From an optimization exercise on the open Yosys and OpenROAD flow, aimed at small area; shortcuts taken in it are not production practice.
Only simulation tests tie the RTL to the original design; equivalence was not proved.
Power is estimated from default activity; no workload was simulated.

## design/flow/flow/run.sh

```bash
#!/bin/bash
# The standard layout (standard.sh, which runs ORFS from synthesis to
# finish), with two changes that only make the layout smaller:
#  - every input and output port gets the smallest buffer, buf_1;
#  - the clock tree uses clkbuf_8 in clusters of at most 16 flip-flops and
#    no dummy loads.
# The make run's full output goes to make_finish.log in this folder; ORFS
# also keeps each step's log under orfs/logs.
set -euo pipefail
bash standard.sh \
  BUFFER_PORTS_ARGS="-buffer_cell sky130_fd_sc_hd__buf_1" \
  CTS_ARGS="-sink_clustering_enable -repair_clock_nets -dont_use_dummy_load -buf_list sky130_fd_sc_hd__clkbuf_8 -sink_clustering_size 16 -sink_clustering_max_diameter 50" \
  finish > make_finish.log 2>&1
```

## design/flow/standard.sh

```bash
#!/bin/bash
# synth_recipe.tcl (not shown) runs the flow's synth.tcl, then flattens the netlist and writes it again
# the make line also repeats each setting of config.mk as NAME=value (left out here)
make -C /OpenROAD-flow-scripts/flow DESIGN_CONFIG=/design/flow/config.mk WORK_HOME=/design/flow/orfs CLKGATE_MAP_FILE= SYNTH_SCRIPT=/design/flow/synth_recipe.tcl "${@:-finish}"
```

## design/flow/config.mk

```make
export PLATFORM = sky130hd
export DESIGN_NAME = s6afb
export DESIGN_NICKNAME = s6afb
export VERILOG_FILES = /design/flow/design.v
export SDC_FILE = /design/flow/constraint.sdc
export NUM_CORES = 4
export LEC_CHECK = 0
export CAP_MARGIN = 20
export CORE_MARGIN = 2
export CORE_UTILIZATION = 60
export SLEW_MARGIN = 20
```

## design/flow/constraint.sdc

```tcl
create_clock -name core_clock -period 10.0 [get_ports {clk}]
set_input_delay 2.0000 -clock core_clock [delete_from_list [all_inputs] [get_ports {clk}]]
set_output_delay 2.0000 -clock core_clock [all_outputs]
set_load 0.01 [all_outputs]
```

## design/flow/design.v

```verilog
module s6afb_rx (
    input  wire        clk,
    input  wire        init,         
    input  wire        rx_take,      
    input  wire [7:0]  rx_data,
    input  wire [31:0] tick_z,       
    input  wire [18:0] d_a,          
    input  wire        c19_a,        
    input  wire        wd_restart,   
    output reg  [31:0] angle_ts,
    output reg  [15:0] acc_x,
    output reg  [15:0] acc_y,
    output reg  [15:0] acc_z,
    output reg  [15:0] gyro_x,
    output reg  [15:0] gyro_y,
    output reg  [15:0] gyro_z,
    output reg  [15:0] angle_x,
    output reg  [15:0] angle_y,
    output reg  [15:0] angle_z,
    output reg  [15:0] mag_x,
    output reg  [15:0] mag_y,
    output reg  [15:0] mag_z,
    output reg  [15:0] temp,
    output reg  [15:0] volt,
    output reg  [15:0] version,
    output reg  [31:0] last_frame_ts,
    output wire [31:0] angle_period,
    output wire [87:0] echo           
);
    localparam [7:0] SYNC       = 8'h55;
    localparam [7:0] TYPE_ACC   = 8'h51;
    localparam [7:0] TYPE_GYRO  = 8'h52;
    localparam [7:0] TYPE_ANGLE = 8'h53;
    localparam [7:0] TYPE_MAG   = 8'h54;
    localparam [7:0] TYPE_ECHO  = 8'h5F;
    localparam [2:0] T_OTHER = 3'd0;
    localparam [2:0] T_ACC   = 3'd1;
    localparam [2:0] T_GYRO  = 3'd2;
    localparam [2:0] T_ANGLE = 3'd3;
    localparam [2:0] T_MAG   = 3'd4;
    localparam [2:0] T_ECHO  = 3'd5;
    reg [63:0] hist_n;       
    reg [7:0]  sum;          
    reg [2:0]  ftype;        
    reg [3:0]  rx_cursor;
    reg        echo_seen;    
    reg [71:0] echo_data;    
    reg [18:0] period_lo;
    reg        period_c19;
    reg [12:0] prev_hi_n;
    wire first       = (rx_cursor == 4'd0);
    wire discard     = first && (rx_data != SYNC);
    wire last_byte   = (rx_cursor == 4'd10);
    wire frame_valid = rx_take && last_byte && (sum == rx_data);
    reg [2:0] code;
    always @(*) begin
        case (rx_data)
            TYPE_ACC:   code = T_ACC;
            TYPE_GYRO:  code = T_GYRO;
            TYPE_ANGLE: code = T_ANGLE;
            TYPE_MAG:   code = T_MAG;
            TYPE_ECHO:  code = T_ECHO;
            default:    code = T_OTHER;
        endcase
    end
    wire [63:0] hist_z = ~(hist_n | {64{init}});
    wire [7:0]  data_z = init ? 8'd0 : rx_data;
    wire [15:0] f0 = {hist_z[55:48], hist_z[63:56]};
    wire [15:0] f1 = {hist_z[39:32], hist_z[47:40]};
    wire [15:0] f2 = {hist_z[23:16], hist_z[31:24]};
    wire [15:0] f3 = {hist_z[7:0],   hist_z[15:8]};
    wire ld_acc   = init || (frame_valid && ftype == T_ACC);
    wire ld_gyro  = init || (frame_valid && ftype == T_GYRO);
    wire ld_angle = init || (frame_valid && ftype == T_ANGLE);
    wire ld_mag   = init || (frame_valid && ftype == T_MAG);
    wire ld_echo  = init || (frame_valid && ftype == T_ECHO);
    wire ld_ts    = init || frame_valid;
    always @(posedge clk) begin
        if (rx_take) begin
            hist_n <= {hist_n[55:0], ~rx_data};
            sum    <= (first ? 8'd0 : sum) + rx_data;
        end
        if (rx_take && rx_cursor == 4'd1)
            ftype <= code;
        if (init || wd_restart)
            rx_cursor <= 4'd0;
        else if (rx_take && !discard)
            rx_cursor <= last_byte ? 4'd0 : rx_cursor + 4'd1;
        if (ld_ts)
            last_frame_ts <= tick_z;
        if (ld_acc) begin
            acc_x <= f0;
            acc_y <= f1;
            acc_z <= f2;
        end
        if (ld_acc || ld_mag)
            temp <= f3;
        if (ld_gyro) begin
            gyro_x <= f0;
            gyro_y <= f1;
            gyro_z <= f2;
            volt   <= f3;
        end
        if (ld_angle) begin
            angle_x    <= f0;
            angle_y    <= f1;
            angle_z    <= f2;
            version    <= f3;
            angle_ts   <= tick_z;
            period_lo  <= d_a;
            period_c19 <= c19_a;
            prev_hi_n  <= ~(angle_ts[31:19] & {13{!init}});
        end
        if (ld_mag) begin
            mag_x <= f0;
            mag_y <= f1;
            mag_z <= f2;
        end
        if (ld_echo) begin
            echo_seen <= !init;
            echo_data <= {hist_z, data_z};
        end
    end
    wire [12:0] period_hi;
    s6afb_ripple #(.N(13)) u_period_hi (
        .a(angle_ts[31:19]), .b(prev_hi_n), .cin(period_c19), .s(period_hi), .cout());
    assign angle_period = {period_hi, period_lo};
    assign echo = {1'b0, echo_seen, 1'b0, echo_seen, 1'b0, echo_seen, 1'b0, echo_seen,
                   1'b0, echo_seen, 1'b0, echo_seen, echo_seen, echo_seen, echo_seen, echo_seen,
                   echo_data};
endmodule
module s6afb_tx (
    input  wire        clk,
    input  wire        init,
    input  wire        issue_stb,
    input  wire [7:0]  issue_reg,
    input  wire [15:0] issue_val,
    input  wire        drive_stb,
    input  wire [31:0] tick,
    input  wire [6:0]  d_b,          
    input  wire        hi0_b,        
    output reg  [31:0] tx_ts,
    output reg         issue_busy,   
    output reg         tx_stb,       
    output wire [39:0] tx_data       
);
    localparam [1:0] IDLE           = 2'd0;
    localparam [1:0] UNLOCK_PENDING = 2'd1;
    localparam [1:0] UNLOCK_SENT    = 2'd2;
    localparam [1:0] COMMAND_SENT   = 2'd3;
    localparam [23:0] UNLOCK_TAIL = 24'h69_88_B5;
    reg [23:0] cmd;
    reg [1:0]  tx_progress;
    wire gap_done = !(hi0_b && !(d_b[6] || d_b[5] || d_b[4]) &&
                      !(d_b[3] && (d_b[2] || d_b[1])));
    wire idle     = (tx_progress == IDLE);
    wire send     = drive_stb && (tx_progress == UNLOCK_PENDING ||
                                  (tx_progress == UNLOCK_SENT && gap_done));
    always @(posedge clk) begin
        issue_busy <= issue_stb && !idle;
        tx_stb     <= send;
        if (issue_stb && idle)
            cmd <= {issue_reg, issue_val[7:0], issue_val[15:8]};
        if (send)
            tx_ts <= tick;
        if (init)
            tx_progress <= IDLE;
        else if (issue_stb && idle)
            tx_progress <= UNLOCK_PENDING;
        else if (drive_stb) begin
            case (tx_progress)
                IDLE: ;
                UNLOCK_PENDING: tx_progress <= UNLOCK_SENT;
                UNLOCK_SENT:    if (gap_done) tx_progress <= COMMAND_SENT;
                COMMAND_SENT:   if (gap_done) tx_progress <= IDLE;
            endcase
        end
    end
    assign tx_data = {16'hFF_AA, tx_progress[0] ? cmd : UNLOCK_TAIL};
endmodule
module s6afb_wd (
    input  wire        clk,
    input  wire        init,
    input  wire        wd_stb,
    input  wire [31:0] tick_z,       
    input  wire [6:0]  d_a,          
    input  wire        hi0_a,        
    input  wire [6:0]  d_b,          
    input  wire        hi0_b,        
    output reg  [31:0] wd_restart_ts,
    output wire        restart
);
    wire stale  = !(hi0_a && !(d_a[6] && d_a[5] &&
                               (d_a[4] || d_a[3] || (d_a[2] && (d_a[1] || d_a[0])))));
    wire rested = !(hi0_b && !(d_b[6] && d_b[5] && (d_b[4] || d_b[3] || d_b[2])));
    assign restart = wd_stb && stale && rested;
    always @(posedge clk) begin
        if (init || restart)
            wd_restart_ts <= tick_z;
    end
endmodule
module s6afb_elapsed #(
    parameter LO = 7
) (
    input  wire [31:0]   nnow,
    input  wire [31:0]   t,
    output wire [LO-1:0] d,
    output wire          cout,
    output wire          hi_zero
);
    wire [LO-1:0] s;
    wire          b7, b_lo;
    s6afb_ripple #(.N(7)) u_lo7 (
        .a(nnow[6:0]), .b(t[6:0]), .cin(1'b0), .s(s[6:0]), .cout(b7));
    generate
        if (LO > 7) begin : g_more
            s6afb_ripple #(.N(LO - 7)) u_hi (
                .a(nnow[LO-1:7]), .b(t[LO-1:7]), .cin(b7), .s(s[LO-1:7]), .cout(b_lo));
        end else begin : g_seven
            assign b_lo = b7;
        end
    endgenerate
    assign d    = ~s;
    assign cout = ~b_lo;
    wire [31:7] x = nnow[31:7] ^ t[31:7];
    wire [31:7] c = {nnow[30:7] & t[30:7], b7};
    assign hi_zero = &(x ^ c);
endmodule
module s6afb_ripple #(
    parameter N = 8
) (
    input  wire [N-1:0] a,
    input  wire [N-1:0] b,
    input  wire         cin,
    output wire [N-1:0] s,
    output wire         cout
);
    wire [N:0] c;
    assign c[0] = cin;
    genvar i;
    generate
        for (i = 0; i < N; i = i + 1) begin : g_bit
            assign s[i]   = a[i] ^ b[i] ^ c[i];
            assign c[i+1] = (a[i] & b[i]) | (a[i] & c[i]) | (b[i] & c[i]);
        end
    endgenerate
    assign cout = c[N];
endmodule
module s6afb (
    input  wire        clk,
    input  wire [31:0] tick,
    input  wire        init_stb,
    input  wire [3:0]  init_tag,
    input  wire        rx_stb,
    input  wire [3:0]  rx_tag,
    input  wire [7:0]  rx_data,
    input  wire        issue_stb,
    input  wire [7:0]  issue_reg,
    input  wire [15:0] issue_val,
    input  wire        drive_stb,
    input  wire        wd_stb,
    output wire        issue_busy,
    output reg         rx_arm,
    output wire        tx_stb,
    output wire [39:0] tx_data,
    output wire [15:0] acc_x,
    output wire [15:0] acc_y,
    output wire [15:0] acc_z,
    output wire [15:0] gyro_x,
    output wire [15:0] gyro_y,
    output wire [15:0] gyro_z,
    output wire [15:0] angle_x,
    output wire [15:0] angle_y,
    output wire [15:0] angle_z,
    output wire [15:0] mag_x,
    output wire [15:0] mag_y,
    output wire [15:0] mag_z,
    output wire [15:0] temp,
    output wire [15:0] volt,
    output wire [15:0] version,
    output wire [31:0] last_frame_ts,
    output wire [31:0] angle_period,
    output wire [87:0] echo
);
    reg  [3:0] cfg_tag;
    wire       rx_take = rx_stb && (rx_tag == cfg_tag);
    wire       wd_restart;
    wire [31:0] tick_z = init_stb ? 32'd0 : tick;
    wire [31:0] angle_ts, tx_ts, wd_restart_ts;
    wire [31:0] t_a = {last_frame_ts[31:19],
                       ({19{rx_stb}} & angle_ts[18:0]) | ({19{wd_stb}} & last_frame_ts[18:0])};
    wire [18:0] d_a;
    wire        c19_a, hi0_a;
    s6afb_elapsed #(.LO(19)) u_ela (
        .nnow(~tick_z), .t(t_a), .d(d_a), .cout(c19_a), .hi_zero(hi0_a));
    wire [31:0] t_b = ({32{drive_stb}} & tx_ts) | ({32{wd_stb}} & wd_restart_ts);
    wire [6:0]  d_b;
    wire        c7_b, hi0_b;
    s6afb_elapsed #(.LO(7)) u_elb (
        .nnow(~tick_z), .t(t_b), .d(d_b), .cout(c7_b), .hi_zero(hi0_b));
    always @(posedge clk) begin
        if (init_stb)
            cfg_tag <= init_tag;
        rx_arm <= init_stb || rx_take || wd_restart;
    end
    s6afb_rx u_rx (
        .clk           (clk),
        .init          (init_stb),
        .rx_take       (rx_take),
        .rx_data       (rx_data),
        .tick_z        (tick_z),
        .d_a           (d_a),
        .c19_a         (c19_a),
        .wd_restart    (wd_restart),
        .angle_ts      (angle_ts),
        .acc_x         (acc_x),
        .acc_y         (acc_y),
        .acc_z         (acc_z),
        .gyro_x        (gyro_x),
        .gyro_y        (gyro_y),
        .gyro_z        (gyro_z),
        .angle_x       (angle_x),
        .angle_y       (angle_y),
        .angle_z       (angle_z),
        .mag_x         (mag_x),
        .mag_y         (mag_y),
        .mag_z         (mag_z),
        .temp          (temp),
        .volt          (volt),
        .version       (version),
        .last_frame_ts (last_frame_ts),
        .angle_period  (angle_period),
        .echo          (echo)
    );
    s6afb_tx u_tx (
        .clk        (clk),
        .init       (init_stb),
        .issue_stb  (issue_stb),
        .issue_reg  (issue_reg),
        .issue_val  (issue_val),
        .drive_stb  (drive_stb),
        .tick       (tick),
        .d_b        (d_b),
        .hi0_b      (hi0_b),
        .tx_ts      (tx_ts),
        .issue_busy (issue_busy),
        .tx_stb     (tx_stb),
        .tx_data    (tx_data)
    );
    s6afb_wd u_wd (
        .clk           (clk),
        .init          (init_stb),
        .wd_stb        (wd_stb),
        .tick_z        (tick_z),
        .d_a           (d_a[6:0]),
        .hi0_a         (hi0_a),
        .d_b           (d_b),
        .hi0_b         (hi0_b),
        .wd_restart_ts (wd_restart_ts),
        .restart       (wd_restart)
    );
endmodule
```

==> impl_metrics.ini, run 1 <==
[synthesis]
netlist_area_mm2 = 0.0220
synth_adder_area_share_pct = 6.89
synth-simple-area-share_pct = 4.80
ys_ff_latch = 586
yosysUniqueCellTypes = 50
synth-main-ff-cell = edfxtp_1
synth_mux_area_share_pct = 0.0967
synth_top_family_by_area = adder cells
ys_seq_area_share_pct = 79.6
synth_xor_area_share_pct = 2.97
synthArstFlopShare_pct = 0
synth_cells = 1192
synth_edf_count = 577
avgSynthCellArea_um2 = 18.5
synth_compound_area_share_pct = 2.95
yosys_warnings = 4

[sta]
timing.fmax_mhz = 105
final_min_period_over_clock_period_pct = 95.6
fin_ws_ps = 444
setup_violations = 0
whs_ps = 426
slew_headroom_pct = 24.5
fin_crit_ps = 9560
final.setup_skew_ps = 58.9
hold_viol_final = 0
tightestPinTransition_ps = 1130
rsz0062_at_grt = false
drv_slew = 0

[finish]
antenna_cells = 0
n_fill_cell = 2548
regArea_mm2 = 0.0175
areaGrowthSynthToFinish_pct = 14.1
drive_gt1_share_pct = 5.55
fin_nets = 1892
multiInputGateArea_mm2 = 0.00408

[hold_path]
min_from = u_rx.hist_n[19]
holdCritPathClass = flip-flop to flip-flop

[setup_path]
worst_setup_path_end_kind = flip-flop
critPathMaxFanout = 3
critPathKind = input port to flip-flop
arrival_ps = 9920
cp-startpoint = rx_stb
start_kind = input port
required_ps = 10370
r2r_start = u_rx.last_frame_ts[0]

[floorplan]
core_area_mm2 = 0.0363
io_pins = 513
rows = 70
die_area_mm2 = 0.0382
initial_core_util_pct = 60.5
die_y_um = 196
die_w_um = 196

[clock_tree]
cts_tree = yes
cts_max_level = 2
cts_resized = 0
numClockSinks = 586
cts_made_buffers = 48
ctsHoldBuffers = 0
clk_pin_slew_ps = 90
cts-root-buf = clkbuf_8
postCtsSetupBuffers = 0
clk_path_buf_depth = 3
clk_latency_ps = 640

[detailed_routing]
drtIter0Drc = 742
drtAntennaViolNets = 0
drt-total-wl_mm = 49.3
vias = 11800
firstDrtPassIters = 5
drc = 0
via_per_inst = 5.40
wire_per_inst_um = 22.6

[global_route]
grt_antenna_before_repair = 0
grt_use_total_pct = 25.9
grt-ovfl-total = 0
grt_pass1_vias = 12000
grt_max_degree = 77
grt_first_pass_wirelength_mm = 72.9

[pwr]
max-vdd-ir-drop_mv = 0.141
powerDensity_mw_per_mm2 = 184
p_leak_nw = 9.01

[placement]
portBuffers = 490
place.detailed.hpwl_mm = 34.6
post-place-ws_ps = -166
gp_congestion = 0.826

[job]
max-cap-violations = 0

[run_status]
outcome = timing/DRC/antenna clean
==> metrics by stage <==
stage,area (µm²),setup TNS (ps),std cells,util (%),power (mW)
final,25100,0,2181,69.1,4.63
after global routing,25100,0,2181,69.1,4.81
after CTS,25100,0,2180,69.0,4.67
after detailed placement,24400,-274,2132,67.2,3.56
after global placement,24400,-234,2132,67.2,3.55
after floorplan,22100,0,1212,-,3.33
==> final timing paths <==
path,depth (start not counted),endpoint,slack (ps)
setup / recovery,22,u_rx.period_lo[18],440
hold / removal,0,u_rx.hist_n[27],430
setup reg to reg,21,u_rx.period_lo[18],1630
hold reg to reg,0,u_rx.hist_n[27],430
==> synth_stat cells, drive strengths merged, types with 12 or more instances <==
cell / number / share of area (%)
a22o: 39 / 1.6
a22oi: 12 / 0.41
nor2: 86 / 1.5
nand2b: 13 / 0.37
clkbuf: 24 / 0.41
xor2: 27 / 1.1
ha: 62 / 3.5
edfxtp: 577 / 79
xnor2: 45 / 1.8
nand2: 51 / 0.87
and2: 20 / 0.57
buf: 37 / 1.2
inv: 65 / 1.1
fa: 37 / 3.4
==> kinds of logic after synthesis <==
logic type      Yosys count
flops                   586
xor+xnor                 73
simple gates            220
other cells               2
mux                       2
fa+ha+maj                99
compound gates           84
buf+inv                 126
==> report_power, final <==
group	leakage (nW)	internal [mW]	switching (mW)	total, mW
clock network	0.345	0.429	0.700	1.13
logic	2.89	0.186	0.373	0.559
registers	5.77	2.88	0.0621	2.94
total	9.01	3.50	1.14	4.63
==> critical path, cell delays in order <==
cell	delay, ps
buf_1	140
a22o_1	170
ha_1	140
inv_1	50
fa_1	380
fa_1	440
fa_1	440
fa_1	440
fa_1	440
fa_1	460
fa_1	450
fa_1	450
fa_2	390
fa_2	380
fa_2	390
fa_2	390
fa_2	380
fa_2	400
fa_2	380
fa_2	370
fa_1	410
fa_1	430
==> routing by layer <==
metal,wire (µm),vias up,global-route usage (%)
li1,-,5334,-
met1,20000,5873,34.6
met2,24000,479,42.6
met3,3430,97,5.32
met4,1870,0,10.1
met5,0,-,0
==> final cells by class <==
| class | instances | area share [%] |
|---|---|---|
| clock buffers | 48 | 2.63 |
| flip-flops and latches | 586 | 69.7 |
| repair buffers | 514 | 8.11 |
| well taps | 468 | 2.33 |
| inverters | 65 | 0.972 |
| multi-input cells | 500 | 16.2 |
==> placed cells by master, fill, tap and decap left out, drive strengths merged, types with 10 or more instances in the layout <==
cell,netlist,routed
a21oi,10,10
a22o,39,39
a22oi,12,12
and2,20,20
buf,37,512
clkbuf,24,50
conb,2,22
edfxtp,577,577
fa,37,37
ha,62,62
inv,65,65
nand2,51,51
nand2b,13,13
nor2,86,86
nor2b,11,11
nor4,10,10
xnor2,45,45
xor2,27,27
==> state kept, by name (all words and copies together) (netlist names), 19 cells and up <==
name and cells:
u_rx.angle_ts 32, u_rx.echo_data 72, u_rx.hist_n 64, u_rx.last_frame_ts 32, u_rx.period_lo 19, u_tx.cmd 24
u_tx.tx_ts 32, u_wd.wd_restart_ts 32
==> run 2: changes to the inputs <==
--- a/design/flow/flow/run.sh
+++ b/design/flow/flow/run.sh
@@ -9,5 +9,5 @@
 set -euo pipefail
 bash standard.sh \
   BUFFER_PORTS_ARGS="-buffer_cell sky130_fd_sc_hd__buf_1" \
-  CTS_ARGS="-sink_clustering_enable -repair_clock_nets -dont_use_dummy_load -buf_list sky130_fd_sc_hd__clkbuf_8 -sink_clustering_size 16 -sink_clustering_max_diameter 50" \
+  CTS_ARGS="-sink_clustering_enable -repair_clock_nets -dont_use_dummy_load -buf_list sky130_fd_sc_hd__clkbuf_4 -sink_clustering_size 10 -sink_clustering_max_diameter 40" \
   finish > make_finish.log 2>&1
==> impl_metrics.ini, run 2 <==
[synthesis]
ys_seq_area_share_pct = 79.6
synthArstFlopShare_pct = 0
avgSynthCellArea_um2 = 18.5
netlist_top_cells_count = edfxtp_1 (577), nor2_1 (86), inv_1 (64)
synth_cells = 1192
yosysUniqueCellTypes = 50
netlist_area_mm2 = 0.0220
synth-main-ff-cell = edfxtp_1
yosys_warnings = 4
synth.most_common_cell = edfxtp_1
yosysTopAreaCellShare_pct = 78.7
synth_edf_count = 577
synthTopCellsByArea = edfxtp_1 (79%), ha_1 (3.5%), fa_1 (3.4%), xnor2_1 (1.8%), a22o_1 (1.6%)
ys_ff_latch = 586
synth.largest_area_cell = edfxtp_1

[clock_tree]
clk_latency_ps = 770
postCtsSetupBuffers = 0
cts_tree = yes
cts_made_buffers = 76
ctsHoldBuffers = 0
cts-root-buf = clkbuf_4
numClockSinks = 586
cts_resized = 0
clk_pin_slew_ps = 100
cts_max_level = 3
clk_path_buf_depth = 3

[floorplan]
io_pins = 513
core_area_mm2 = 0.0363
rows = 70
die_area_mm2 = 0.0382
die_w_um = 196
initial_core_util_pct = 60.5
die_y_um = 196

[global_route]
grt_util_met2_pct = 42.3
use_met3_pct = 6.93
grt_use_total_pct = 26.2
grt_use_met1_pct = 34.6
grt-busiest-layer = met2
grt_antenna_before_repair = 1
grt_pass1_vias = 12100
grt-ovfl-total = 0
grt_max_degree = 77
grt_first_pass_wirelength_mm = 73.5

[sta]
timing.fmax_mhz = 106
hold_viol_final = 0
slew_headroom_pct = 27.9
setup_violations = 0
fin_crit_ps = 9450
tightestPinTransition_ps = 1080
final_min_period_over_clock_period_pct = 94.5
rsz0062_at_grt = false
drv_slew = 0
final.setup_skew_ps = 74.1

[detailed_routing]
drc = 0
drtAntennaViolNets = 0
firstDrtPassIters = 5
wire_per_inst_um = 22.4
drtIter0Drc = 730
via_per_inst = 5.43
vias = 12000
drt-total-wl_mm = 49.5

[placement]
place.detailed.hpwl_mm = 34.6
placed_cell_area_mm2 = 0.0244
gp_congestion = 0.826
portBuffers = 490
place_inst = 2132

[finish]
layout_commonest_cell = edfxtp_1
reg.largest.list = u_rx.echo_data (72), u_rx.hist_n (64)
areaGrowthSynthToFinish_pct = 13.8
final_core_util_pct = 68.9
n_fill_cell = 2576
drive_gt1_share_pct = 7.12
layout_common_cells = edfxtp_1 (577), buf_1 (488), nor2_1 (86)
regArea_mm2 = 0.0175
multiInputGateArea_mm2 = 0.00408
regMostFlops = u_rx.echo_data
final_cell_count_no_fill = 2211
largest_reg_flops = 72
fin_nets = 1921
final_area_mm2 = 0.0250

[setup_path]
crit_family = adder cells
arrival_ps = 9910
critPathKind = input port to flip-flop
cpMostUsedCell = fa_1
rrSetupSlack_ps = 1630
critPathMaxFanout = 3
path_buf_inv = 2
critPathMaxStageDelay_ps = 460
worst_setup_path_end_kind = flip-flop
start_kind = input port
crit_chain = buf_1 > a22o_1 > ha_1 > inv_1 > fa_1 > fa_1 > fa_1 > fa_1 > fa_1 > fa_1 > fa_1 > fa_1 > fa_2 > fa_2 > fa_2 > fa_2 > fa_2 > fa_2 > fa_2 > fa_2 > fa_1 > fa_1
crit_slowest_cell = fa_1
required_ps = 10460

[pwr]
max-vdd-ir-drop_mv = 0.125
p_seq_share_pct = 64.5
power.share.clock_pct = 23.2
p_sw_mw = 1.14
p_leak_nw = 9.02
p_int_mw = 3.42
powerDensity_mw_per_mm2 = 182
switching_share_pct = 25.1
comb_power_share_pct = 12.3

[hold_path]
holdCritPathClass = flip-flop to flip-flop

[job]
max-cap-violations = 0

[run_status]
outcome = timing/DRC/antenna clean
run 2: cell counts after synthesis:
Identical to the previous run, type by type.
run 2: routing by layer:
metal,wire [µm],up-vias,share of wire [%]
li1,-,5433,-
met1,19900,5933,40
met2,24000,554,49
met3,3940,92,8.0
met4,1660,0,3.4
met5,0,-,0
run 2: final cells by class:
| type | count | area share [%] |
|---|---|---|
| Antenna cell | 1 | 0.00999 |
| Sequential cell | 586 | 69.9 |
| Multi-Input combinational cell | 500 | 16.3 |
| Timing Repair Buffer | 515 | 8.24 |
| Tap cell | 468 | 2.34 |
| Clock buffer | 76 | 2.28 |
| Inverter | 65 | 0.974 |
run 2: power by group through the flow:
stage / logic (mW) / clock network [mW] / registers [mW]
final: 0.560 / 1.06 / 2.94
after CTS: 0.562 / 1.09 / 2.94
after detailed placement: 0.559 / 0 / 3.00
after floorplan: 0.298 / 0 / 3.03
after global routing: 0.617 / 1.18 / 2.96
after global placement: 0.552 / 0 / 3.00
run 2: cell families after synthesis:
| logic type | synth area share, % |
|---|---|
| AND/OR/NAND/NOR | 4.80 |
| adder cells (fa/ha/maj) | 6.89 |
| flip-flops | 79.6 |
| XOR/XNOR | 2.97 |
| buffers and inverters | 2.70 |
| AO/OA/AOI/OAI | 2.95 |
| multiplexers | 0.0967 |
| other | 0.0341 |
run 2: final timing paths:
path | from | endpoint | cells past startpoint
min reg2reg | u_rx.hist_n[1] | u_rx.hist_n[9] | 0
min | u_rx.hist_n[1] | u_rx.hist_n[9] | 0
max reg2reg | u_rx.last_frame_ts[0] | u_rx.period_lo[18] | 21
max | rx_stb | u_rx.period_lo[18] | 22
run 2: through the flow:
stage	worst slack (ps)	hold slack, ps	TNS [ps]	total power, mW
after detailed placement	-166	433	-274	3.56
final	553	436	0	4.56
after global routing	397	436	0	4.76
after CTS	593	403	0	4.60
after floorplan	38.0	427	0	3.33
after global placement	-150	433	-234	3.55
==> run 3: changes to the inputs <==
--- a/design/flow/flow/run.sh
+++ b/design/flow/flow/run.sh
@@ -9,5 +9,5 @@
 set -euo pipefail
 bash standard.sh \
   BUFFER_PORTS_ARGS="-buffer_cell sky130_fd_sc_hd__buf_1" \
-  CTS_ARGS="-sink_clustering_enable -repair_clock_nets -dont_use_dummy_load -buf_list sky130_fd_sc_hd__clkbuf_4 -sink_clustering_size 10 -sink_clustering_max_diameter 40" \
+  CTS_ARGS="-sink_clustering_enable -repair_clock_nets -dont_use_dummy_load -buf_list sky130_fd_sc_hd__clkbuf_8 -sink_clustering_size 12 -sink_clustering_max_diameter 40" \
   finish > make_finish.log 2>&1
==> design/flow/config.mk (replaced) <==
export PLATFORM = sky130hd
export DESIGN_NAME = s6afb
export DESIGN_NICKNAME = s6afb
export VERILOG_FILES = /design/flow/design.v
export SDC_FILE = /design/flow/constraint.sdc
export NUM_CORES = 4
export LEC_CHECK = 0
export CAP_MARGIN = 0
export CORE_MARGIN = 2
export CORE_UTILIZATION = 75
export SLEW_MARGIN = 0
==> impl_metrics.ini, run 3 <==
[synthesis]
netlist_area_mm2 = 0.0220
synthArstFlopShare_pct = 0
synth_cells = 1192
yosysUniqueCellTypes = 50
synth-main-ff-cell = edfxtp_1
ys_ff_latch = 586
avgSynthCellArea_um2 = 18.5
synth.most_common_cell = edfxtp_1
synthTopCellsByArea = edfxtp_1 (79%), ha_1 (3.5%), fa_1 (3.4%), xnor2_1 (1.8%), a22o_1 (1.6%)
netlist_top_cells_count = edfxtp_1 (577), nor2_1 (86), inv_1 (64)
ys_seq_area_share_pct = 79.6
yosysTopAreaCellShare_pct = 78.7
synth.largest_area_cell = edfxtp_1
yosys_warnings = 4
synth_edf_count = 577

[sta]
final_min_period_over_clock_period_pct = 95.5
rsz0062_at_grt = false
final.setup_skew_ps = 54.4
fin_crit_ps = 9550
tightestPinTransition_ps = 1110
setup_violations = 0
timing.fmax_mhz = 105
setup_tns_ps = 0
hold_viol_final = 0
drv_slew = 0
slew_headroom_pct = 26.0

[setup_path]
ff2ff_path_depth = 21
critPathKind = input port to flip-flop
r2r_start = u_rx.last_frame_ts[0]
critPathCapture = u_rx.period_lo[18]
rrSetupSlack_ps = 1690
arrival_ps = 9860
start_kind = input port
cp-startpoint = rx_stb
critPathMaxFanout = 2
worst_setup_path_end_kind = flip-flop
required_ps = 10320
r2r-end = u_rx.period_lo[18]

[floorplan]
die_area_mm2 = 0.0307
die_w_um = 175
core_area_mm2 = 0.0288
initial_core_util_pct = 76.5
io_pins = 513
die_y_um = 175
rows = 62

[run_status]
outcome = timing/DRC/antenna clean

[clock_tree]
numClockSinks = 586
clk_pin_slew_ps = 80
cts-root-buf = clkbuf_8
cts_resized = 0
clk_path_buf_depth = 3
cts_tree = yes
ctsHoldBuffers = 0
postCtsSetupBuffers = 0
cts_max_level = 2
clk_latency_ps = 600
cts_made_buffers = 58

[global_route]
grt_antenna_before_repair = 4
grt_pass1_vias = 12900
grt_max_degree = 79
grt_first_pass_wirelength_mm = 80.4
grt-ovfl-total = 0
grt_use_total_pct = 36.3

[pwr]
max-vdd-ir-drop_mv = 0.139
p_leak_nw = 9.06
powerDensity_mw_per_mm2 = 190

[placement]
place.detailed.hpwl_mm = 37.4
portBuffers = 490
place_inst = 2047
gp_congestion = 0.836

[finish]
multiInputGateArea_mm2 = 0.00407
layout_commonest_cell = edfxtp_1
areaGrowthSynthToFinish_pct = 14.1
layout_common_cells = edfxtp_1 (577), buf_1 (488), nor2_1 (86)
reg.largest.list = u_rx.echo_data (72), u_rx.hist_n (64)
n_fill_cell = 1215
fin_nets = 1900
final_cell_count_no_fill = 2107
regArea_mm2 = 0.0175
drive_gt1_share_pct = 5.93
regMostFlops = u_rx.echo_data
largest_reg_flops = 72

[hold_path]
holdCritPathClass = flip-flop to flip-flop

[detailed_routing]
drc = 0
drtIter0Drc = 1403
vias = 12700
drt-total-wl_mm = 55.2
via_per_inst = 6.05
firstDrtPassIters = 5
wire_per_inst_um = 26.2
drtAntennaViolNets = 0

[job]
max-cap-violations = 0
run 3: worst max-delay path, cell delays in order:
cell and delay [ps]:
buf_1 140, a22o_1 170, ha_1 130, inv_1 40, fa_1 380, fa_1 420, fa_1 430, fa_1 440
fa_1 440, fa_1 450, fa_1 430, fa_1 450, fa_2 390, fa_2 380, fa_2 380, fa_2 390
fa_2 380, fa_2 380, fa_2 380, fa_2 370, fa_1 420, fa_1 450
run 3: report_power, final:
group / internal [mW] / switching, mW / total [mW] / leakage [nW]
registers: 2.88 / 0.0697 / 2.95 / 5.77
logic: 0.190 / 0.396 / 0.586 / 2.87
clock network: 0.514 / 0.711 / 1.23 / 0.417
run 3: final cells by class:
cell class | instances | share of cell area, %
clock buffers | 58 | 3.18
repair buffers | 512 | 8.00
multi-input cells | 500 | 16.2
inverters | 65 | 0.972
flip-flops and latches | 586 | 69.7
well taps | 384 | 1.91
diodes | 2 | 0.0199
run 3: cells by family after synthesis:
logic type / share of synthesized area [%]
xor gates and xnor gates: 2.97
buffers and inverters: 2.70
and+or+nand+nor: 4.80
AOI/OAI and AO/OA: 2.95
muxes: 0.0967
adders and majority gates: 6.89
other: 0.0341
DFF: 79.6
run 3: metrics by stage:
step / utilization, % / hold WS, ps / instance area [µm²] / total power [mW] / worst slack, ps
after floorplan: - / 427 / 22100 / 3.33 / 38.0
after global placement: 84.5 / 432 / 24300 / 3.54 / -105
after detailed placement: 84.5 / 437 / 24300 / 3.57 / -103
after CTS: 87.2 / 435 / 25100 / 4.77 / 450
after global routing: 87.3 / 444 / 25100 / 4.91 / 183
final: 87.3 / 431 / 25100 / 4.76 / 453
run 3: how the worst min path moves through the flow:
stage                           end  slack (ps)  cells after the start             from
floorplan           u_rx.hist_n[10]         430                      0   u_rx.hist_n[2]
global placement    u_rx.hist_n[47]         430                      0  u_rx.hist_n[39]
detailed placement  u_rx.hist_n[11]         440                      0   u_rx.hist_n[3]
CTS                 u_rx.hist_n[38]         440                      0  u_rx.hist_n[30]
global route        u_rx.hist_n[38]         440                      0  u_rx.hist_n[30]
finish              u_rx.hist_n[38]         430                      0  u_rx.hist_n[30]
run 3: routing by layer:
metal / routed length, µm / GRT usage (%) / share of wire, % / up-vias
met1: 18400 / 45.5 / 33 / 6261
met5: 25 / 0 / 0.045 / -
met2: 28700 / 62.5 / 52 / 978
li1: - / - / - / 5356
met3: 5560 / 7.86 / 10 / 140
met4: 2520 / 15.0 / 4.6 / 4
==> run 4: changes to the inputs <==
--- a/design/flow/flow/run.sh
+++ b/design/flow/flow/run.sh
@@ -9,5 +9,5 @@
 set -euo pipefail
 bash standard.sh \
   BUFFER_PORTS_ARGS="-buffer_cell sky130_fd_sc_hd__buf_1" \
-  CTS_ARGS="-sink_clustering_enable -repair_clock_nets -dont_use_dummy_load -buf_list sky130_fd_sc_hd__clkbuf_8 -sink_clustering_size 12 -sink_clustering_max_diameter 40" \
+  CTS_ARGS="-sink_clustering_enable -repair_clock_nets -dont_use_dummy_load -buf_list sky130_fd_sc_hd__clkbuf_16 -sink_clustering_size 24 -sink_clustering_max_diameter 40" \
   finish > make_finish.log 2>&1
==> impl_metrics.ini, run 4 <==
[run_status]
outcome = timing/DRC/antenna clean

[setup_path]
critPathMaxFanout = 2
cpMostUsedCell = fa_1
start_kind = input port
ff2ff_path_depth = 21
worst_setup_path_end_kind = flip-flop
critPathKind = input port to flip-flop
crit_family = adder cells
arrival_ps = 9910
crit_slowest_cell = fa_1
required_ps = 10270
r2r-end = u_rx.period_lo[18]
rrSetupSlack_ps = 1650
critPathMaxStageDelay_ps = 460
r2r_start = u_rx.last_frame_ts[0]
path_buf_inv = 2
crit_chain = buf_1 > a22o_1 > ha_1 > inv_1 > fa_1 > fa_1 > fa_1 > fa_1 > fa_1 > fa_1 > fa_1 > fa_1 > fa_2 > fa_2 > fa_2 > fa_2 > fa_2 > fa_2 > fa_2 > fa_2 > fa_1 > fa_1

[detailed_routing]
drtAntennaViolNets = 0
vias = 13100
drtIter0Drc = 1825
wire_per_inst_um = 28.5
drt-total-wl_mm = 59.7
via_per_inst = 6.26
drc = 0
firstDrtPassIters = 6

[global_route]
grt_first_pass_wirelength_mm = 85.7
grt-ovfl-total = 0
grt_antenna_before_repair = 2
grt_max_degree = 79
grt_use_total_pct = 38.9
grt_pass1_vias = 13400

[finish]
reg.largest.list = u_rx.echo_data (72), u_rx.hist_n (64)
drive_gt1_share_pct = 5.43
layout_common_cells = edfxtp_1 (577), buf_1 (488), nor2_1 (86)
final_cell_count_no_fill = 2099
n_fill_cell = 1039
fin_nets = 1891
final_area_mm2 = 0.0255
layout_commonest_cell = edfxtp_1
final_core_util_pct = 88.8
regMostFlops = u_rx.echo_data
largest_reg_flops = 72
areaGrowthSynthToFinish_pct = 16.1

[pwr]
powerDensity_mw_per_mm2 = 204
fin_total_pwr_mw = 5.20
max-vdd-ir-drop_mv = 0.202
p_leak_nw = 9.25

[synthesis]
synth-main-ff-cell = edfxtp_1
synthArstFlopShare_pct = 0
yosysTopAreaCellShare_pct = 78.7
yosys_warnings = 4
yosysUniqueCellTypes = 50
synth.most_common_cell = edfxtp_1
ys_ff_latch = 586
synth.largest_area_cell = edfxtp_1
netlist_area_mm2 = 0.0220
synth_edf_count = 577
synthTopCellsByArea = edfxtp_1 (79%), ha_1 (3.5%), fa_1 (3.4%), xnor2_1 (1.8%), a22o_1 (1.6%)
netlist_top_cells_count = edfxtp_1 (577), nor2_1 (86), inv_1 (64)
synth_cells = 1192
ys_seq_area_share_pct = 79.6
avgSynthCellArea_um2 = 18.5

[floorplan]
die_area_mm2 = 0.0307
rows = 62
die_w_um = 175
initial_core_util_pct = 76.5
core_area_mm2 = 0.0288
io_pins = 513
die_y_um = 175

[sta]
timing.fmax_mhz = 104
drv_slew = 0
final_min_period_over_clock_period_pct = 96.4
fin_crit_ps = 9640
rsz0062_at_grt = false
setup_tns_ps = 0
tightestPinTransition_ps = 1100
final.setup_skew_ps = 44.3
slew_headroom_pct = 26.4
hold_viol_final = 0
setup_violations = 0

[clock_tree]
cts_tree = yes
cts_max_level = 2
clk_pin_slew_ps = 90
clk_latency_ps = 580
postCtsSetupBuffers = 0
cts_made_buffers = 49
ctsHoldBuffers = 0
cts_resized = 0
clk_path_buf_depth = 3
cts-root-buf = clkbuf_16
numClockSinks = 586

[placement]
gp_congestion = 0.836
place_inst = 2047
portBuffers = 490
place.detailed.hpwl_mm = 37.4
placed_cell_area_mm2 = 0.0243

[job]
max-cap-violations = 0

[hold_path]
whs_endpoint = u_rx.hist_n[45]
min_from = u_rx.hist_n[37]
min_path_cells = 0
holdCritPathClass = flip-flop to flip-flop
run 4: cell count changes in the layout (fill, tap and decap cells not counted):
| cell | change |
|---|---|
| clkbuf_8 | -58 |
| clkbuf_16 | +49 |
| diode_2 | +1 |
run 4: worst register-to-register path: stages, from the launching register on:
cell,delay (ps)
edfxtp_1,340
a22o_1,150
ha_1,140
inv_1,40
fa_1,380
fa_1,420
fa_1,430
fa_1,440
fa_1,440
fa_1,460
fa_1,430
fa_1,450
fa_2,390
fa_2,380
fa_2,380
fa_2,390
fa_2,380
fa_2,380
fa_2,400
fa_2,370
fa_1,440
fa_1,450
run 4: cell families (layout without fill, tap and decap cells):
logic type / after synthesis / after routing / synth area share (%)
multiplexers: 2 / 2 / 0.0967
XOR/XNOR: 73 / 73 / 2.97
adder cells (fa/ha/maj): 99 / 99 / 6.89
buffers and inverters: 126 / 626 / 2.70
other: 2 / 25 / 0.0341
AO/OA/AOI/OAI: 84 / 84 / 2.95
AND/OR/NAND/NOR: 220 / 220 / 4.80
flip-flops: 586 / 586 / 79.6
run 4: worst max-delay path by stage:
stage	start	endpoint	depth (start not counted)	slack [ps]
after floorplan	rx_stb	u_rx.period_lo[18]	23	40
after global routing	rx_stb	u_rx.period_lo[18]	22	100
after global placement	init_stb	u_rx.period_lo[18]	23	-110
after CTS	rx_stb	u_rx.period_lo[18]	22	340
final	rx_stb	u_rx.period_lo[18]	22	360
after detailed placement	init_stb	u_rx.period_lo[18]	23	-100
run 4: layer usage:
layer,track usage [%],part of all wire [%]
met4,17.2,5.6
met3,8.01,11
met5,0,0
met2,68.3,52
met1,47.2,31
run 4: final cells by class:
type                    count  area (µm²)  area share, %
flip-flops and latches    586       17500           68.5
inverters                  65         244          0.955
repair buffers            512        2010           7.87
diodes                      3        7.51         0.0294
multi-input cells         500        4070           15.9
well taps                 384         480           1.88
clock buffers              49        1230           4.80
run 4: power by group:
part           switching [mW]  internal (mW)
registers              0.0756           2.89
logic                   0.408          0.192
clock network           0.782          0.860
total                    1.27           3.94
run 4: metrics by stage:
step	setup slack [ps]	hold WS [ps]
after floorplan	38.0	427
after global placement	-105	432
after detailed placement	-103	437
after CTS	343	412
after global routing	102	436
final	358	420
==> run 5: changes to the inputs <==
--- a/design/flow/design.v
+++ b/design/flow/design.v
@@ -137,8 +137,8 @@
     input  wire [15:0] issue_val,
     input  wire        drive_stb,
     input  wire [31:0] tick,
-    input  wire [6:0]  d_b,          
-    input  wire        hi0_b,        
+    input  wire [6:0]  d_a,          
+    input  wire        hi0_a,        
     output reg  [31:0] tx_ts,
     output reg         issue_busy,   
     output reg         tx_stb,       
@@ -151,8 +151,8 @@
     localparam [23:0] UNLOCK_TAIL = 24'h69_88_B5;
     reg [23:0] cmd;
     reg [1:0]  tx_progress;
-    wire gap_done = !(hi0_b && !(d_b[6] || d_b[5] || d_b[4]) &&
-                      !(d_b[3] && (d_b[2] || d_b[1])));
+    wire gap_done = !(hi0_a && !(d_a[6] || d_a[5] || d_a[4]) &&
+                      !(d_a[3] && (d_a[2] || d_a[1])));
     wire idle     = (tx_progress == IDLE);
     wire send     = drive_stb && (tx_progress == UNLOCK_PENDING ||
                                   (tx_progress == UNLOCK_SENT && gap_done));
@@ -287,17 +287,17 @@
     wire       wd_restart;
     wire [31:0] tick_z = init_stb ? 32'd0 : tick;
     wire [31:0] angle_ts, tx_ts, wd_restart_ts;
-    wire [31:0] t_a = {last_frame_ts[31:19],
-                       ({19{rx_stb}} & angle_ts[18:0]) | ({19{wd_stb}} & last_frame_ts[18:0])};
+    wire [31:0] t_a = {({13{drive_stb}} & tx_ts[31:19]) | ({13{wd_stb}} & last_frame_ts[31:19]),
+                       ({19{drive_stb}} & tx_ts[18:0]) | ({19{rx_stb}} & angle_ts[18:0]) |
+                       ({19{wd_stb}} & last_frame_ts[18:0])};
     wire [18:0] d_a;
     wire        c19_a, hi0_a;
     s6afb_elapsed #(.LO(19)) u_ela (
         .nnow(~tick_z), .t(t_a), .d(d_a), .cout(c19_a), .hi_zero(hi0_a));
-    wire [31:0] t_b = ({32{drive_stb}} & tx_ts) | ({32{wd_stb}} & wd_restart_ts);
     wire [6:0]  d_b;
     wire        c7_b, hi0_b;
     s6afb_elapsed #(.LO(7)) u_elb (
-        .nnow(~tick_z), .t(t_b), .d(d_b), .cout(c7_b), .hi_zero(hi0_b));
+        .nnow(~tick_z), .t(wd_restart_ts), .d(d_b), .cout(c7_b), .hi_zero(hi0_b));
     always @(posedge clk) begin
         if (init_stb)
             cfg_tag <= init_tag;
@@ -340,8 +340,8 @@
         .issue_val  (issue_val),
         .drive_stb  (drive_stb),
         .tick       (tick),
-        .d_b        (d_b),
-        .hi0_b      (hi0_b),
+        .d_a        (d_a[6:0]),
+        .hi0_a      (hi0_a),
         .tx_ts      (tx_ts),
         .issue_busy (issue_busy),
         .tx_stb     (tx_stb),
--- a/design/flow/flow/run.sh
+++ b/design/flow/flow/run.sh
@@ -9,5 +9,5 @@
 set -euo pipefail
 bash standard.sh \
   BUFFER_PORTS_ARGS="-buffer_cell sky130_fd_sc_hd__buf_1" \
-  CTS_ARGS="-sink_clustering_enable -repair_clock_nets -dont_use_dummy_load -buf_list sky130_fd_sc_hd__clkbuf_16 -sink_clustering_size 24 -sink_clustering_max_diameter 40" \
+  CTS_ARGS="-sink_clustering_enable -repair_clock_nets -dont_use_dummy_load -buf_list sky130_fd_sc_hd__clkbuf_8 -sink_clustering_size 16 -sink_clustering_max_diameter 50" \
   finish > make_finish.log 2>&1
--- a/design/flow/config.mk
+++ b/design/flow/config.mk
@@ -8,4 +8,6 @@
 export CAP_MARGIN = 0
 export CORE_MARGIN = 2
 export CORE_UTILIZATION = 75
+export GPL_ROUTABILITY_DRIVEN = 0
+export GPL_TIMING_DRIVEN = 0
 export SLEW_MARGIN = 0
==> impl_metrics.ini, run 5 <==
[detailed_routing]
drt-total-wl_mm = 57.3
drtIter0Drc = 1767
firstDrtPassIters = 6
vias = 13200
via_per_inst = 6.12
wire_per_inst_um = 26.6
drc = 0
drtAntennaViolNets = 0

[setup_path]
path_depth = 24
required_ps = 10300
ff2ff_path_depth = 22
crit_family = adder cells
start_kind = input port
cpMostUsedCell = fa_1
path_buf_inv = 4
rrSetupSlack_ps = 1590
critPathKind = input port to flip-flop
critPathMaxFanout = 7
critPathMaxStageDelay_ps = 450
cp-startpoint = rx_stb
crit_chain = clkbuf_2 > buf_6 > a222oi_1 > inv_1 > ha_1 > inv_1 > fa_1 > fa_1 > fa_1 > fa_1 > fa_1 > fa_1 > fa_1 > fa_1 > fa_1 > fa_1 > fa_1 > fa_1 > fa_1 > fa_1 > fa_1 > fa_1 > fa_1 > fa_1
worst_setup_path_end_kind = flip-flop
critPathCapture = u_rx.period_lo[18]
crit_slowest_cell = fa_1
arrival_ps = 10110
r2r-end = u_rx.period_lo[18]
r2r_start = u_rx.last_frame_ts[0]

[synthesis]
yosysTopAreaCellShare_pct = 78.8
avgSynthCellArea_um2 = 18.6
synth-main-ff-cell = edfxtp_1
synth_edf_count = 577
ys_ff_latch = 586
netlist_top_cells_count = edfxtp_1 (577), nor2_1 (84), inv_1 (73)
synthTopCellsByArea = edfxtp_1 (79%), ha_1 (3.5%), fa_1 (3.3%), xor2_1 (1.6%), nor2_1 (1.4%)
synthArstFlopShare_pct = 0
ys_seq_area_share_pct = 79.6
synth_cells = 1183
yosysUniqueCellTypes = 56
synth.most_common_cell = edfxtp_1
yosys_warnings = 4
netlist_area_mm2 = 0.0220
synth.largest_area_cell = edfxtp_1

[run_status]
outcome = timing/DRC/antenna clean

[pwr]
powerDensity_mw_per_mm2 = 188
p_leak_nw = 9.28
fin_total_pwr_mw = 4.79
max-vdd-ir-drop_mv = 0.143

[clock_tree]
clk_latency_ps = 590
cts_max_level = 2
numClockSinks = 586
cts-root-buf = clkbuf_8
clk_path_buf_depth = 3
cts_made_buffers = 44
clk_pin_slew_ps = 100
ctsHoldBuffers = 0
cts_tree = yes

[finish]
n_fill_cell = 1148
drive_gt1_share_pct = 7.86
areaGrowthSynthToFinish_pct = 15.9
largest_reg_flops = 72
reg.largest.list = u_rx.echo_data (72), u_rx.hist_n (64)
fin_nets = 1947
layout_common_cells = edfxtp_1 (577), buf_1 (490), nor2_1 (84)
layout_commonest_cell = edfxtp_1
regMostFlops = u_rx.echo_data

[sta]
drv_slew = 0
final_min_period_over_clock_period_pct = 98.1
timing.fmax_mhz = 102
setup_tns_ps = 0
hold_viol_final = 0
slew_headroom_pct = 34.1
final.setup_skew_ps = 66.8
rsz0062_at_grt = false
fin_ws_ps = 192
setup_violations = 0
fin_crit_ps = 9810
tightestPinTransition_ps = 988

[job]
max-cap-violations = 0

[floorplan]
die_w_um = 175
io_pins = 513
rows = 62
initial_core_util_pct = 76.4
die_area_mm2 = 0.0307
core_area_mm2 = 0.0288
die_y_um = 175

[global_route]
grt_antenna_before_repair = 1
grt-ovfl-total = 0
grt_max_degree = 56
grt_first_pass_wirelength_mm = 83.3
grt_use_total_pct = 37.4
grt_pass1_vias = 13100

[placement]
place.detailed.hpwl_mm = 41.7
portBuffers = 488
post-place-ws_ps = -1030

[hold_path]
min_from = u_rx.hist_n[11]
holdCritPathClass = flip-flop to flip-flop
==> run 5: changes by cell type after synthesis, sizes merged, moves of 3 or more <==
cell,previous run,this run
a21oi,10,7
clkbuf,24,21
a22oi,12,1
a222oi,0,19
nand4,8,11
a22o,39,12
xor2,27,40
xnor2,45,32
nor2b,11,14
and2,20,15
inv,65,73
==> run 5: what timing repair did <==
item,CTS,global route
endpoints found under the setup margin,3,2
setup buffers,0,5
gates cloned,0,1
resized for setup,3,8
==> run 5: worst min path at each step <==
| stage | cells past startpoint | slack [ps] | endpoint |
|---|---|---|---|
| after global placement | 0 | 430 | u_rx.hist_n[56] |
| after global routing | 0 | 470 | u_rx.hist_n[42] |
| after floorplan | 0 | 430 | u_rx.hist_n[10] |
| after detailed placement | 0 | 440 | u_rx.hist_n[57] |
| after CTS | 0 | 460 | u_rx.hist_n[42] |
| final | 0 | 460 | u_rx.hist_n[19] |
==> run 5: logic make-up (layout without fill, tap and decap cells) <==
logic type | after synthesis | in the layout | synth area share [%]
adder cells (fa/ha/maj) | 98 | 98 | 6.80
other | 2 | 23 | 0.0341
AND/OR/NAND/NOR | 223 | 223 | 5.11
XOR/XNOR | 73 | 73 | 2.97
AO/OA/AOI/OAI | 68 | 68 | 2.54
flip-flops | 586 | 586 | 79.6
multiplexers | 1 | 1 | 0.0455
buffers and inverters | 132 | 698 | 2.91
==> run 5: power breakdown <==
part | internal (mW) | switching (mW) | total [mW] | leakage [nW]
sequential | 2.92 | 0.0777 | 2.99 | 5.76
combinational | 0.238 | 0.479 | 0.717 | 3.20
clock | 0.396 | 0.683 | 1.08 | 0.316
total | 3.55 | 1.24 | 4.79 | 9.28
==> run 5: cell type report <==
type / count / area (µm²) / share of cell area [%]
Inverter: 73 / 274 / 1.07
Antenna cell: 1 / 2.50 / 0.00982
Clock buffer: 44 / 606 / 2.38
Sequential cell: 586 / 17500 / 68.7
Tap cell: 384 / 480 / 1.88
Timing Repair Buffer: 526 / 2250 / 8.84
Buffer: 55 / 359 / 1.41
Multi-Input combinational cell: 485 / 4010 / 15.7
==> run 5: stage by stage <==
step	util [%]	hold slack (ps)	area, µm²	cells
6_report	88.6	463	25500	2154
5_1_grt	88.6	466	25500	2153
4_1_cts	88.4	457	25400	2147
3_5_place_dp	86.3	436	24800	2107
3_3_place_gp	84.7	431	24400	2075
2_1_floorplan	-	427	22100	1203
==> run 5: layer usage <==
metal	up-vias	GRT usage [%]	share of wire [%]
li1	5456	-	-
met1	6500	47.8	34
met2	1085	64.6	52
met3	142	7.71	11
met4	2	13.6	4.0
met5	-	0	0.028
==> run 6: changes to the inputs <==
--- a/design/flow/config.mk
+++ b/design/flow/config.mk
@@ -8,6 +8,4 @@
 export CAP_MARGIN = 0
 export CORE_MARGIN = 2
 export CORE_UTILIZATION = 75
-export GPL_ROUTABILITY_DRIVEN = 0
-export GPL_TIMING_DRIVEN = 0
 export SLEW_MARGIN = 0
==> impl_metrics.ini, run 6 <==
[floorplan]
core_area_mm2 = 0.0288
die_w_um = 175
rows = 62
io_pins = 513
initial_core_util_pct = 76.4
die_area_mm2 = 0.0307
die_y_um = 175

[synthesis]
ys_seq_area_share_pct = 79.6
synth-main-ff-cell = edfxtp_1
yosysUniqueCellTypes = 56
netlist_top_cells_count = edfxtp_1 (577), nor2_1 (84), inv_1 (73)
synth_cells = 1183
synth_edf_count = 577
ys_ff_latch = 586
synth.largest_area_cell = edfxtp_1
avgSynthCellArea_um2 = 18.6
yosys_warnings = 4
synthArstFlopShare_pct = 0
synth.most_common_cell = edfxtp_1
synthTopCellsByArea = edfxtp_1 (79%), ha_1 (3.5%), fa_1 (3.3%), xor2_1 (1.6%), nor2_1 (1.4%)
yosysTopAreaCellShare_pct = 78.8
netlist_area_mm2 = 0.0220

[finish]
areaGrowthSynthToFinish_pct = 13.1
layout_commonest_cell = edfxtp_1
drive_gt1_share_pct = 4.99
final_core_util_pct = 86.4
final_area_mm2 = 0.0249
layout_common_cells = edfxtp_1 (577), buf_1 (489), nor2_1 (84)
largest_reg_flops = 72
regMostFlops = u_rx.echo_data
reg.largest.list = u_rx.echo_data (72), u_rx.hist_n (64)
fin_nets = 1880

[clock_tree]
ctsHoldBuffers = 0
cts_tree = yes
cts_max_level = 2
cts_made_buffers = 45
numClockSinks = 586
clk_pin_slew_ps = 90
clk_latency_ps = 590
cts_resized = 0
postCtsSetupBuffers = 0
clk_path_buf_depth = 3
cts-root-buf = clkbuf_8

[setup_path]
arrival_ps = 9870
start_kind = input port
required_ps = 10310
worst_setup_path_end_kind = flip-flop
critPathMaxFanout = 2
ff2ff_path_depth = 22
r2r_start = u_rx.last_frame_ts[0]
rrSetupSlack_ps = 1700
r2r-end = u_rx.period_lo[18]
critPathKind = input port to flip-flop

[global_route]
grt-ovfl-total = 0
grt_use_total_pct = 35.4
grt_pass1_vias = 12500
grt_max_degree = 84
grt_util_met2_pct = 60.5
use_met3_pct = 7.08
grt-busiest-layer = met2
grt_use_met1_pct = 46.4
grt_first_pass_wirelength_mm = 78.6
grt_antenna_before_repair = 3

[pwr]
p_int_mw = 3.53
power.share.clock_pct = 22.7
powerDensity_mw_per_mm2 = 191
switching_share_pct = 25.7
comb_power_share_pct = 14.1
p_seq_share_pct = 63.2
p_sw_mw = 1.22
p_leak_nw = 8.96
max-vdd-ir-drop_mv = 0.157

[job]
max-cap-violations = 0

[sta]
final.setup_skew_ps = 54.1
final_min_period_over_clock_period_pct = 95.7
whs_ps = 447
timing.fmax_mhz = 105
rsz0062_at_grt = false
setup_violations = 0
drv_slew = 0
tightestPinTransition_ps = 1180
fin_crit_ps = 9570
slew_headroom_pct = 21.0
hold_viol_final = 0

[placement]
place.detailed.hpwl_mm = 38.7
placed_cell_area_mm2 = 0.0243
gp_congestion = 0.866
portBuffers = 490

[detailed_routing]
firstDrtPassIters = 6
wire_per_inst_um = 26.0
via_per_inst = 6.05
drtAntennaViolNets = 0
drtIter0Drc = 1520
drt-total-wl_mm = 54.3
drc = 0
vias = 12600

[run_status]
outcome = timing/DRC/antenna clean

[hold_path]
holdCritPathClass = flip-flop to flip-flop
whs_endpoint = u_rx.hist_n[40]
min_path_cells = 0
min_from = u_rx.hist_n[32]
-- run 6: cell counts after synthesis --
Identical to the previous run, type by type.
-- run 6: metrics by stage --
step | cells | total power [mW] | TNS (ps) | setup WS, ps
after detailed placement | 2041 | 3.72 | -103 | -79.2
after global routing | 2086 | 4.90 | 0 | 217
after CTS | 2086 | 4.75 | 0 | 503
after global placement | 2041 | 3.69 | -63.5 | -63.5
after floorplan | 1203 | 3.43 | -86690 | -903
final | 2087 | 4.75 | 0 | 433
-- run 6: power by group through the flow --
stage	clock network [mW]	registers (mW)	logic, mW
after floorplan	0	3.08	0.352
after global routing	1.16	3.02	0.721
after global placement	0	3.05	0.643
after CTS	1.08	3.00	0.666
final	1.08	3.01	0.670
after detailed placement	0	3.06	0.660
-- run 6: layout make-up --
class,count,area (µm²)
well taps,384,480
flip-flops and latches,586,17500
repair buffers,513,2020
multi-input cells,485,3980
diodes,1,2.50
inverters,73,274
fillers,1238,3900
clock buffers,45,619
-- run 6: metal layers --
metal  up-vias  routed length [µm]  share of wire [%]
met2       943               27800                 51
met5         -                  13              0.024
met4         2                2060                3.8
met3       132                5640                 10
li1       5323                   -                  -
met1      6225               18700                 34
-- run 6: how the worst max path moves through the flow --
stage / from / endpoint / slack, ps / cells after the start
final: drive_stb / u_rx.period_lo[18] / 430 / 23
after global routing: drive_stb / u_rx.period_lo[18] / 220 / 23
after CTS: drive_stb / u_rx.period_lo[18] / 500 / 23
after detailed placement: drive_stb / u_rx.period_lo[18] / -80 / 23
after global placement: drive_stb / u_rx.period_lo[18] / -60 / 23
after floorplan: rx_tag[0] / u_rx.acc_x[0] / -900 / 4
-- run 6: cells by family after synthesis --
| family | share of synthesized area [%] |
|---|---|
| AOI/OAI and AO/OA | 2.54 |
| xor gates and xnor gates | 2.97 |
| adders and majority gates | 6.80 |
| buffers and inverters | 2.91 |
| DFF | 79.6 |
| muxes | 0.0455 |
| other | 0.0341 |
| and+or+nand+nor | 5.11 |
-- run 6: critical path: stages --
cell,delay [ps]
buf_1,160
a222oi_1,120
inv_1,70
ha_1,140
inv_1,50
fa_1,400
fa_1,410
fa_1,390
fa_1,400
fa_1,400
fa_1,400
fa_1,400
fa_1,390
fa_1,400
fa_1,400
fa_1,400
fa_1,420
fa_1,420
fa_1,420
fa_1,410
fa_1,420
fa_1,420
fa_1,430
==> run 7: changes to the inputs <==
--- a/design/flow/flow/run.sh
+++ b/design/flow/flow/run.sh
@@ -9,5 +9,5 @@
 set -euo pipefail
 bash standard.sh \
   BUFFER_PORTS_ARGS="-buffer_cell sky130_fd_sc_hd__buf_1" \
-  CTS_ARGS="-sink_clustering_enable -repair_clock_nets -dont_use_dummy_load -buf_list sky130_fd_sc_hd__clkbuf_8 -sink_clustering_size 16 -sink_clustering_max_diameter 50" \
+  CTS_ARGS="-sink_clustering_enable -repair_clock_nets -dont_use_dummy_load -buf_list sky130_fd_sc_hd__clkbuf_4 -sink_clustering_size 10 -sink_clustering_max_diameter 40" \
   finish > make_finish.log 2>&1
==> impl_metrics.ini, run 7 <==
[synthesis]
netlist_top_cells_count = edfxtp_1 (577), nor2_1 (84), inv_1 (73)
synthTopCellsByArea = edfxtp_1 (79%), ha_1 (3.5%), fa_1 (3.3%), xor2_1 (1.6%), nor2_1 (1.4%)
synth.largest_area_cell = edfxtp_1
yosys_warnings = 4
synthArstFlopShare_pct = 0
netlist_area_mm2 = 0.0220
synth_edf_count = 577
synth_cells = 1183
synth-main-ff-cell = edfxtp_1
yosysTopAreaCellShare_pct = 78.8
yosysUniqueCellTypes = 56
ys_ff_latch = 586
ys_seq_area_share_pct = 79.6
avgSynthCellArea_um2 = 18.6
synth.most_common_cell = edfxtp_1

[clock_tree]
postCtsSetupBuffers = 0
numClockSinks = 586
cts_resized = 0
cts_made_buffers = 69
clk_pin_slew_ps = 110
cts_tree = yes
cts-root-buf = clkbuf_4
clk_latency_ps = 720
clk_path_buf_depth = 3
ctsHoldBuffers = 0
cts_max_level = 3

[placement]
post-place-ws_ps = -79.2
portBuffers = 490
gp_congestion = 0.866
placed_cell_area_mm2 = 0.0243
place.detailed.hpwl_mm = 38.7

[global_route]
grt_use_total_pct = 35.9
grt_first_pass_wirelength_mm = 79.4
grt_antenna_before_repair = 4
grt-ovfl-total = 0
grt_pass1_vias = 12700
grt_max_degree = 84

[pwr]
max-vdd-ir-drop_mv = 0.149
powerDensity_mw_per_mm2 = 189
p_leak_nw = 8.95

[sta]
final.setup_skew_ps = 85.0
setup_tns_ps = 0
final_min_period_over_clock_period_pct = 93.9
rsz0062_at_grt = false
drv_slew = 0
timing.fmax_mhz = 106
slew_headroom_pct = 22.3
tightestPinTransition_ps = 1170
setup_violations = 0
hold_viol_final = 0
fin_ws_ps = 608
fin_crit_ps = 9390

[detailed_routing]
firstDrtPassIters = 9
vias = 12700
drtIter0Drc = 1552
drtAntennaViolNets = 0
via_per_inst = 6.02
drc = 0
drt-total-wl_mm = 54.8
wire_per_inst_um = 26.0

[setup_path]
critPathMaxStageDelay_ps = 420
start_kind = input port
crit_slowest_cell = fa_1
required_ps = 10480
crit_family = adder cells
path_buf_inv = 3
worst_setup_path_end_kind = flip-flop
critPathMaxFanout = 2
crit_chain = buf_1 > a222oi_1 > inv_1 > ha_1 > inv_1 > fa_1 > fa_1 > fa_1 > fa_1 > fa_1 > fa_1 > fa_1 > fa_1 > fa_1 > fa_1 > fa_1 > fa_1 > fa_1 > fa_1 > fa_1 > fa_1 > fa_1 > fa_1
cpMostUsedCell = fa_1
critPathKind = input port to flip-flop
arrival_ps = 9870

[finish]
reg.largest.list = u_rx.echo_data (72), u_rx.hist_n (64)
fin_nets = 1904
n_fill_cell = 1298
areaGrowthSynthToFinish_pct = 12.7
layout_commonest_cell = edfxtp_1
layout_common_cells = edfxtp_1 (577), buf_1 (489), nor2_1 (84)
regMostFlops = u_rx.echo_data
largest_reg_flops = 72
drive_gt1_share_pct = 6.32
final_area_mm2 = 0.0248

[floorplan]
io_pins = 513
die_w_um = 175
rows = 62
die_y_um = 175
initial_core_util_pct = 76.4
core_area_mm2 = 0.0288
die_area_mm2 = 0.0307

[run_status]
outcome = timing/DRC/antenna clean

[job]
max-cap-violations = 0

[hold_path]
holdCritPathClass = flip-flop to flip-flop
run 7: cell types whose count changed in the layout (fill, tap and decap cells not counted):
cell and delta:
clkbuf_4 +69, clkbuf_8 -45, diode_2 +1
run 7: layout make-up:
class	count	area (µm²)	share of cell area [%]
Sequential cell	586	17500	70.7
Multi-Input combinational cell	485	3980	16.1
Timing Repair Buffer	513	2020	8.14
Clock buffer	69	518	2.09
Tap cell	384	480	1.94
Inverter	73	274	1.11
Antenna cell	2	5.00	0.0202
run 7: kinds of logic (layout without fill, tap and decap cells):
group,Yosys count,after routing,synth area share [%]
and+or+nand+nor,223,223,5.11
AOI/OAI and AO/OA,68,68,2.54
adders and majority gates,98,98,6.80
buffers and inverters,132,655,2.91
other,2,24,0.0341
DFF,586,586,79.6
xor gates and xnor gates,73,73,2.97
muxes,1,1,0.0455
run 7: where the power goes:
part / switching, mW / leakage [nW] / internal (mW)
Combinational: 0.459 / 2.87 / 0.211
Sequential: 0.0869 / 5.76 / 2.92
Clock: 0.690 / 0.317 / 0.320
Total: 1.24 / 8.95 / 3.45
run 7: final timing paths:
kind | startpoint | end | slack (ps) | cells after the start
worst max register to register | u_rx.last_frame_ts[0] | u_rx.period_lo[18] | 1780 | 22
worst min-delay path | u_rx.hist_n[22] | u_rx.hist_n[30] | 410 | 0
worst max-delay path | drive_stb | u_rx.period_lo[18] | 610 | 23
worst min register to register | u_rx.hist_n[22] | u_rx.hist_n[30] | 410 | 0
run 7: metal layers:
layer,global-route usage (%),up-vias,part of all wire [%]
met1,46.8,6221,35
met3,7.58,133,10
met5,0,-,0.024
met2,60.0,947,51
met4,15.4,2,4.2
li1,-,5410,-
run 7: stage by stage:
stage | instances | total power, mW | hold WS, ps | util (%)
detailed placement | 2041 | 3.72 | 436 | 84.3
finish | 2112 | 4.68 | 408 | 86.1
floorplan | 1203 | 3.43 | 427 | -
CTS | 2110 | 4.69 | 401 | 86.1
global route | 2111 | 4.85 | 443 | 86.1
global placement | 2041 | 3.69 | 431 | 84.3

==> re-timing with driven ports <==
No port has a modelled driver above. Below, the same layouts with a new extraction and two added sets of constraints. Step 1: set_driving_cell puts a clkbuf_16 on clk and a buf_2 on each other input, an assumption about the parent block. Step 2 also shifts input and output timing later by t, the mid clock arrival at the registers, as if the neighbouring blocks saw the same clock. Slacks: ideal ports / drivers / drivers and shift; pairs: ideal ports / drivers.
run | t (ns) | setup slack, ns | latest minus earliest clock arrival (ns) | worst register clock-pin slew, ns | cell pins on the clock port's net
run 1 | 0.659 | 0.444 / 0.467 / -0.192 | 0.059 / 0.060 | 0.10 / 0.10 | 1
run 2 | 0.772 | 0.553 / 0.578 / -0.194 | 0.093 / 0.093 | 0.11 / 0.11 | 1
run 3 | 0.625 | 0.453 / 0.472 / -0.154 | 0.064 / 0.063 | 0.08 / 0.08 | 1
run 4 | 0.604 | 0.358 / 0.385 / -0.219 | 0.057 / 0.058 | 0.09 / 0.09 | 1
run 5 | 0.603 | 0.192 / 0.211 / -0.392 | 0.068 / 0.068 | 0.10 / 0.10 | 1
run 6 | 0.610 | 0.433 / 0.442 / -0.168 | 0.054 / 0.054 | 0.10 / 0.10 | 1
run 7 | 0.728 | 0.608 / 0.618 / -0.109 | 0.085 / 0.085 | 0.11 / 0.11 | 1
With both steps, setup timing fails in every run listed, where it was met with ideal ports. The setup slack of run 2, which loses most, moves by +0.025 ns with the drivers and by -0.747 ns with both steps.
